Background: an optimization exercise with open tools, aiming at small area, a short achievable clock period and few clock cycles per item. Do not read the settings as production practice.
At most, simulation tests tie the RTL to the original design; equivalence was not proved.

==> trial 37 <==
Design cbus_rx, start of the top module:
module cbus_rx (
    input  wire       clk,
    input  wire       rst,           
    input  wire       cfg_valid,
    input  wire [7:0] cfg_addr,
    input  wire       cfg_domain,    
    output wire       map_fault,
    input  wire       short_form,    
    input  wire       in_valid,
    input  wire [7:0] in_data,
    input  wire       in_last,
    output wire       in_ready,
    output wire       out_valid,
    input  wire       out_ready,
    output wire [2:0] out_type,
    output wire [7:0] out_ack_char,
    output wire       out_monitored,
    output wire       out_ok,
    output wire       out_domain,
    output wire [7:0] out_csum,
    output wire [5:0] out_len,
    output wire [3:0] out_nsubs,
    output wire [7:0] out_id,
    output wire [7:0] out_group,
    output wire [7:0] out_param,
    output wire       out_has_param
);
clock: 10.0 ns
lec_check: 0
cap_margin: 20
core_margin: 2
core_utilization: 40
slew_margin: 20
standard.sh (not shown) runs the stock make flow with config.mk's settings and CLKGATE_MAP_FILE= SYNTH_SCRIPT=/design/flow/synth_recipe.tcl, a recipe that flattens the netlist after the stock synthesis.
==> flow/flow/run.sh <==
#!/bin/bash
set -euo pipefail
bash standard.sh SETUP_SLACK_MARGIN=6.3 \
    "BUFFER_PORTS_ARGS=-buffer_cell sky130_fd_sc_hd__buf_4" \
    MATCH_CELL_FOOTPRINT=0 \
    finish > flow_make.log 2>&1
==> trial 74 (differences from trial 37) <==
==> flow/run.sh (new file) <==
#!/bin/bash
# synth_recipe.tcl (not shown) runs the flow's synth.tcl, then flattens the netlist and writes it again
# the make line also repeats each setting of config.mk as NAME=value (left out here)
make -C /OpenROAD-flow-scripts/flow DESIGN_CONFIG=/design/flow/config.mk WORK_HOME=/design/flow/orfs CLKGATE_MAP_FILE= SYNTH_SCRIPT=/design/flow/synth_recipe.tcl finish
SETUP_SLACK_MARGIN = 5   (was not set)
removed: flow/flow/run.sh
removed: flow/standard.sh
==> summary.txt <==
- Between trial 37 and trial 74, the lower cell count is in trial 74 (gap 2.4%, measured against trial 74).
- In trial 37 the setup slack is better than in trial 74, by 0.61 ns.
- Against trial 37, the global-route usage of trial 74 is lower by 0.93 points.
- Of trial 37 and trial 74, trial 37 has the higher register-to-register slack (gap 1.0 ns).
Testbench counts of trial 37, summed over its fixed seeds: cycles 55,225, chars 54,986.
Testbench counts of trial 74, summed over its fixed seeds: cycles 55,225, chars 54,986.

==> run a <==
cbus_rx, a different RTL version from the one above (not shown whole).
clock: 10.0 ns
lec_check: 0
cap_margin: 5
core_margin: 2
core_utilization: 40
slew_margin: 5
==> flow/flow/run.sh <==
#!/bin/bash
# The standard layout (standard.sh: ORFS synthesis through final
# routing), with these changes to how the layout is made:
#  * ports are buffered with buf_2 instead of the resizer's default pick;
#  * the resizer may change a cell's footprint when it repairs timing;
#  * clock tree sinks are clustered in larger groups (fewer clock buffers).
# Make's full output goes to flow_make.log in this folder; each ORFS step
# keeps its own log under orfs/logs/.
set -euo pipefail
bash standard.sh SETUP_SLACK_MARGIN=6.3 \
    "BUFFER_PORTS_ARGS=-buffer_cell sky130_fd_sc_hd__buf_2" \
    MATCH_CELL_FOOTPRINT=0 \
    CTS_CLUSTER_SIZE=24 CTS_CLUSTER_DIAMETER=80 \
    finish > flow_make.log 2>&1
==> inputs of run b, as changes to run a <==
==> flow/flow/run.sh (replaced) <==
#!/bin/bash
# The standard layout (standard.sh: ORFS synthesis through final
# routing), with these changes to how the layout is made:
#  * ports are buffered with buf_4 instead of the resizer's default pick;
#  * the resizer may change a cell's footprint when it repairs timing;
#  * clock tree sinks are clustered in larger groups (fewer clock buffers).
# Make's full output goes to flow_make.log in this folder; each ORFS step
# keeps its own log under orfs/logs/.
set -euo pipefail
bash standard.sh SETUP_SLACK_MARGIN=6.8 \
    "BUFFER_PORTS_ARGS=-buffer_cell sky130_fd_sc_hd__buf_4" \
    MATCH_CELL_FOOTPRINT=0 \
    CTS_CLUSTER_SIZE=24 CTS_CLUSTER_DIAMETER=80 \
    finish > flow_make.log 2>&1
- CAP_MARGIN: 5 -> 20
- CORE_UTILIZATION: 40 -> 65
- SLEW_MARGIN: 5 -> 20
==> inputs of run c, as changes to run a <==
--- a/flow/design.v
+++ b/flow/design.v
@@ -79,60 +79,64 @@
     reg        clr_q;          
     reg [7:0]  bq;
     reg [5:0]  len;
     reg [7:0]  sum;
     reg [7:0]  pend;           
     reg [7:0]  bufm [2:30];    
     reg [3:0]  ws0, ws1;
-    reg [7:0]  rc0, rc1;       
+    reg [7:0]  rc0, rc1;
+    reg [4:0]  rem0, rem1;
     reg [3:0]  ns0, ns1;
     reg        bt0, bt1;       
     reg        bd0, bd1;       
     reg        lk0, lk1;       
     reg        dm0, dm1;       
     reg [4:0]  off0, off1;
     reg [255:0] mapL, mapT;
     reg        cq_v, cq_d;     
     reg [7:0]  cq_a;
     reg        fault_q;
-    reg        rL, rT;         
+    reg [7:0]  pL, pT;         
     reg [7:0]  pC;             
+    reg [2:0]  lo_q;
     reg        pv;
     reg [2:0]  ptype;
     reg [7:0]  pa;
     reg [5:0]  plen;
     reg [3:0]  pns;
     reg        pmon, pok, pdom, pbuf;
     reg [4:0]  poff;
     reg        act;
     reg        skp;            
     reg [4:0]  rp;
     reg [3:0]  cnt;
-    reg        sv;             
+    reg        ov;
+    reg [2:0]  o_type;
     reg [7:0]  o_a, o_b, o_c;
     reg        o_f;
     wire [7:0] maddr = started ? pend : cfg_addr;
     wire [7:0] mL8   = mapL[{maddr[7:3], 3'd0} +: 8];
     wire [7:0] mT8   = mapT[{maddr[7:3], 3'd0} +: 8];
-    wire       rdL   = rL;
-    wire       rdT   = rT;
+    wire       rdL   = pL[lo_q];
+    wire       rdT   = pT[lo_q];
     always @(posedge clk) begin
         if (rst_q) begin
             mapL <= 256'd0;
             mapT <= 256'd0;
         end else if (cq_v) begin
             if (cq_d) mapT[cq_a] <= 1'b1;
             else      mapL[cq_a] <= 1'b1;
         end
     end
     integer i;
     always @(posedge clk) begin
         rst_q <= rst;
-        rL    <= mL8[maddr[2:0]];
-        rT    <= mT8[maddr[2:0]];
+        pL    <= mL8;
+        pT    <= mT8;
+        lo_q  <= maddr[2:0];
         cq_a  <= cfg_addr;
         cq_d  <= cfg_domain;
         for (i = 0; i < 8; i = i + 1)
             pC[i] <= cfg_valid && !rst_q && (cfg_addr[2:0] == i[2:0]) &&
                      ((cfg_domain ? mL8[i] : mT8[i]) ||
                       (cq_v && (cq_a == {cfg_addr[7:3], i[2:0]}) && (cq_d != cfg_domain)));
         if (rst) begin
@@ -169,36 +173,33 @@
     wire [7:0] e_prm = bsel(rcol + 2'd2,  bk0, bk1, bk2, bk3);
     wire       e_two = ((e_id & 8'h87) == 8'h02);    
     assign in_ready = rdy;
     wire       take = in_valid && rdy;
     wire [7:0] c    = in_data;
     wire       c_hx = is_hex(c);
     wire [3:0] c_v  = hexval(c);
-    wire offer_p = pv && !act && !sv;     
-    wire sadv    = !sv || out_ready;       
-    wire pull    = offer_p && out_ready;   
-    assign out_valid     = sv || offer_p;
-    assign out_type      = sv ? T_SUB : ptype;
-    assign out_ack_char  = pa;
-    assign out_csum      = pa;
-    assign out_len       = plen;
-    assign out_ok        = pok;
-    assign out_domain    = pdom;
-    assign out_nsubs     = pns;
-    assign out_monitored = pmon;
+    assign out_valid     = ov;
+    assign out_type      = o_type;
+    assign out_ack_char  = o_a;
+    assign out_csum      = o_a;
     assign out_id        = o_a;
     assign out_group     = o_b;
+    assign out_len       = o_b[5:0];
+    assign out_ok        = o_b[6];
+    assign out_domain    = o_b[7];
     assign out_param     = o_c;
+    assign out_nsubs     = o_c[3:0];
+    assign out_monitored = o_f;
     assign out_has_param = o_f;
     wire bd0e = lk0 ? (rdL | rdT) : bd0;
     wire dm0e = lk0 ? rdT : dm0;
     wire bd1e = lk1 ? (rdL | rdT) : bd1;
     wire dm1e = lk1 ? rdT : dm1;
-    wire ok0 = (ws0 == W_WALK) && (rc0[4:0] == 5'd0) && bd0e && !(dm0e && bt0) && !fault_q;
-    wire ok1 = (ws1 == W_WALK) && (rc1[4:0] == 5'd0) && bd1e && !(dm1e && bt1) && !fault_q;
+    wire ok0 = (ws0 == W_WALK) && (rem0 == 5'd0) && bd0e && !(dm0e && bt0) && !fault_q;
+    wire ok1 = (ws1 == W_WALK) && (rem1 == 5'd0) && bd1e && !(dm1e && bt1) && !fault_q;
     wire lenok = clr_q || !len[5];      
     reg       f_clr;            
     reg       f_byte;           
     reg       f_done;           
     reg       f_mon;
     reg       f_rep;            
     reg [2:0] f_rtype;
@@ -290,14 +291,16 @@
     end
     always @(posedge clk) begin
         if (clr_q) begin
             len  <= 6'd0;
             sum  <= 8'h00;
             ws0  <= W_CODE;
             ws1  <= sf ? W_APP : W_SKA;
+            rem0 <= 5'd0;
+            rem1 <= 5'd0;
             ns0  <= 4'd0;
             ns1  <= 4'd0;
             bt0  <= 1'b0;
             bt1  <= 1'b0;
             bd0  <= 1'b0;
             bd1  <= 1'b0;
             lk0  <= 1'b0;
@@ -337,25 +340,24 @@
                         W_APP: begin
                             lk0 <= 1'b1;
                             ws0 <= W_SKL;
                         end
                         W_SKL: begin
                             ws0  <= W_WALK;
                             off0 <= len[4:0];
-                            rc0  <= 8'd0;
                         end
                         W_WALK: begin
-                            if (rc0[4:0] != 5'd0) begin
-                                rc0 <= rc0 - 8'd1;
+                            if (rem0 != 5'd0) begin
+                                rem0 <= rem0 - 5'd1;
                             end else if (pend[7]) begin
-                                rc0 <= {3'd0, pend[4:0]};
+                                rem0 <= pend[4:0];
                             end else if (pk == 2'd0) begin
                                 ws0 <= W_FAIL;
                             end else begin
-                                rc0 <= {6'd0, pk};
+                                rem0 <= {3'd0, pk};
                                 ns0  <= ns0 + 4'd1;
                                 if (pbt) bt0 <= 1'b1;
                             end
                         end
                         default: ;
                     endcase
                     case (ws1)
@@ -366,76 +368,83 @@
                             ws1 <= sf ? W_SKL : W_ROUTE;
                         end
                         W_ROUTE: begin
                             rc1 <= pend - 8'd9;
                             if (pend < 8'd9) begin
                                 ws1  <= W_WALK;
                                 off1 <= len[4:0];
-                                rc1  <= 8'd0;
                             end else begin
                                 ws1  <= W_SKN;
                             end
                         end
                         W_SKN: begin
                             rc1 <= rc1 - 8'd9;
                             if (rc1 < 8'd9) begin
                                 ws1  <= W_WALK;
                                 off1 <= len[4:0];
-                                rc1  <= 8'd0;
                             end
                         end
                         W_SKL: begin
                             ws1  <= W_WALK;
                             off1 <= len[4:0];
-                            rc1  <= 8'd0;
                         end
                         W_WALK: begin
-                            if (rc1[4:0] != 5'd0) begin
-                                rc1 <= rc1 - 8'd1;
+                            if (rem1 != 5'd0) begin
+                                rem1 <= rem1 - 5'd1;
                             end else if (pend[7]) begin
-                                rc1 <= {3'd0, pend[4:0]};
+                                rem1 <= pend[4:0];
                             end else if (pk == 2'd0) begin
                                 ws1 <= W_FAIL;
                             end else begin
-                                rc1 <= {6'd0, pk};
+                                rem1 <= {3'd0, pk};
                                 ns1  <= ns1 + 4'd1;
                                 if (pbt) bt1 <= 1'b1;
                             end
                         end
                         default: ;
                     endcase
                 end
             end
         end
     end
+    wire adv  = !ov || out_ready;
+    wire pull = adv && !act && pv;             
     wire [5:0] lenc = bev ? len + 6'd1 : len;    
     wire hz_c = (lenc >= 6'd2) && (lenc <= 6'd30) &&
                 ((pv && pbuf) || (act && (lenc[4:0] >= rp)));
     wire acr_n = (phase_n == P_ACKP) || (phase_n == P_CR);
     wire low_c = ((phase == P_HIGH) && take && c_hx) || ((phase == P_LOW) && !take);
     wire rdy_n = !(acr_n && (f_done || (pv && !pull))) && !(low_c && hz_c);
     always @(posedge clk) begin
-        if (act && sadv) begin
-            if (skp) begin
-                skp <= 1'b0;
-                rp  <= rp + 5'd1 + o_a[4:0];
-            end else if (e_id[7]) begin
-                skp <= 1'b1;
-                o_a <= e_id;
-            end else begin
-                o_a <= e_id;
-                o_b <= e_grp;
-                o_c <= e_prm;
-                o_f <= e_two;
-                rp  <= e_two ? rp + 5'd3 : rp + 5'd2;
-                cnt <= cnt - 4'd1;
-            end
-        end else if (pull) begin
-            rp  <= poff;
-            cnt <= pns;
+        if (adv) begin
+            if (act) begin
+                if (skp) begin
+                    skp <= 1'b0;
+                    rp  <= rp + 5'd1 + o_a[4:0];
+                end else if (e_id[7]) begin
+                    skp <= 1'b1;
+                    o_a <= e_id;
+                end else begin
+                    o_type <= T_SUB;
+                    o_a    <= e_id;
+                    o_b    <= e_grp;
+                    o_c    <= e_prm;
+                    o_f    <= e_two;
+                    rp     <= e_two ? rp + 5'd3 : rp + 5'd2;
+                    cnt    <= cnt - 4'd1;
+                end
+            end else if (pv) begin
+                o_type <= ptype;
+                o_a    <= pa;
+                o_b    <= {pdom, pok, plen};
+                o_c    <= {4'd0, pns};
+                o_f    <= pmon;
+                rp     <= poff;
+                cnt    <= pns;
+            end
         end
         if (f_done) begin
             ptype <= T_FRAME;
             pa    <= 8'h00 - sum;
             plen  <= len;
             pmon  <= f_mon;
             if (f_mon) begin
@@ -457,20 +466,23 @@
             pbuf  <= 1'b0;
         end
         if (rst) begin
             rdy <= 1'b0;
             pv  <= 1'b0;
             act <= 1'b0;
             skp <= 1'b0;
-            sv  <= 1'b0;
+            ov  <= 1'b0;
         end else begin
             rdy <= rdy_n;
             pv  <= (f_done || f_rep) || (pv && !pull);
-            if (sadv)
-                sv <= act && !skp && !e_id[7];
-            if (act && sadv && !skp && !e_id[7] && cnt == 4'd1)
-                act <= 1'b0;
-            else if (pull)
-                act <= pbuf;
+            if (adv) begin
+                if (act) begin
+                    ov <= !skp && !e_id[7];
+                    if (!skp && !e_id[7] && cnt == 4'd1) act <= 1'b0;
+                end else begin
+                    ov  <= pv;
+                    if (pv) act <= pbuf;
+                end
+            end
         end
     end
 endmodule
==> flow/flow/run.sh (replaced) <==
#!/bin/bash
# The standard layout (standard.sh: ORFS synthesis through final
# routing), with these changes to how the layout is made:
#  * ports are buffered with buf_4 instead of the resizer's default pick;
#  * the resizer may change a cell's footprint when it repairs timing;
#  * clock tree sinks are clustered in larger groups (fewer clock buffers).
# Make's full output goes to flow_make.log in this folder; each ORFS step
# keeps its own log under orfs/logs/.
set -euo pipefail
bash standard.sh SETUP_SLACK_MARGIN=6.3 \
    "BUFFER_PORTS_ARGS=-buffer_cell sky130_fd_sc_hd__buf_4" \
    MATCH_CELL_FOOTPRINT=0 \
    CTS_CLUSTER_SIZE=24 CTS_CLUSTER_DIAMETER=80 \
    finish > flow_make.log 2>&1
- CAP_MARGIN: 5 -> 20
- SLEW_MARGIN: 5 -> 20
==> summary.txt <==
run status no timing/DRC/antenna violations; initial core utilization 0.404; Max Fclk ~0.26 GHz; Clk Latency, worst-skew pair 640 ps; register area share after synthesis 0.556; worst reg2reg path startpoint cq_a[0]; commonest cells after routing, fill and taps aside 676 x nor2_1, 614 x dfxtp_1, 565 x a21oi_1; Nets ~3900; Internal roughly 5.2 mW; Crit path largest cell delay about 500 ps
Source of the figures above: run c

==> summary.txt <==
Max Fclk between 0.2 and 0.3 GHz; worst reg2reg path startpoint rp[1]; Crit path largest cell delay between 400 and 500 ps; placed cell count about 4500; Clk Latency, worst-skew pair roughly 630 ps; buffering overhead 0.0741; average routed wire per standard cell between 20 and 30 microns; Post-Syn Area per Cell approximately 11 sq um; register area share after synthesis 0.553; commonest cells after routing, fill and taps aside 677 x nor2_1, 594 x a21oi_1, 584 x dfxtp_1; grt met2 use 0.583; run status no timing/DRC/antenna violations; initial core utilization 0.654; Nets 4007
Source of the figures above: run b

==> summary.txt <==
run status no timing/DRC/antenna violations; register area share after synthesis 0.553; post-DP HPWL ~70 mm; Internal approximately 5 mW; Crit path largest cell delay between 400 and 500 ps; initial core utilization 0.403; routability congestion estimate 0.870; Area Growth Syn to Fin 11.4%; Max Fclk around 0.26 GHz; Clk Latency, worst-skew pair 650 ps; clk slew on worst S/H paths approximately 100 ps; commonest cells after routing, fill and taps aside 714 x nor2_1, 600 x a21oi_1, 588 x dfxtp_1; grt ovf 0; Post-Syn Area per Cell around 11 sq um; initial antenna violation count 4; Nets ~4000
Source of the figures above: run a

Testbench counts of run a, summed over its fixed seeds: cycles 55,274, chars 54,986.
Testbench counts of run b, summed over its fixed seeds: cycles 55,274, chars 54,986.
Only the layout flow was run in run c; the RTL was not checked for function there.

[afterwards: timing with drivers on the ports]
How much do the figures lean on ideal ports? The routed layouts below were timed once more, with nothing changed but the port constraints. Step 1 sets driving cells, clkbuf_16 on the clock port and buf_2 on the other inputs (assumed; they add their load-dependent delay and slew). Step 2 also shifts input and output timing later by t, the mid clock arrival at the registers, as if the neighbouring blocks saw the same clock. Slacks: ideal ports / drivers / drivers and shift; pairs: ideal ports / drivers.
run | t (ns) | slack for setup (ns) | clock arrival spread, ns
trial 37 | 0.735 | 5.783 / 5.714 / 5.424 | 0.041 / 0.040
trial 74 | 0.734 | 5.172 / 5.104 / 4.519 | 0.035 / 0.035
run a | 0.714 | 6.158 / 6.195 / 5.481 | 0.027 / 0.027
run b | 0.693 | 6.156 / 6.165 / 5.493 | 0.024 / 0.024
run c | 0.690 | 6.109 / 6.127 / 5.437 | 0.026 / 0.025
After both steps every run listed still meets setup and hold. The setup slack of run a, which loses most, moves by +0.037 ns with the drivers and by -0.677 ns with both steps.
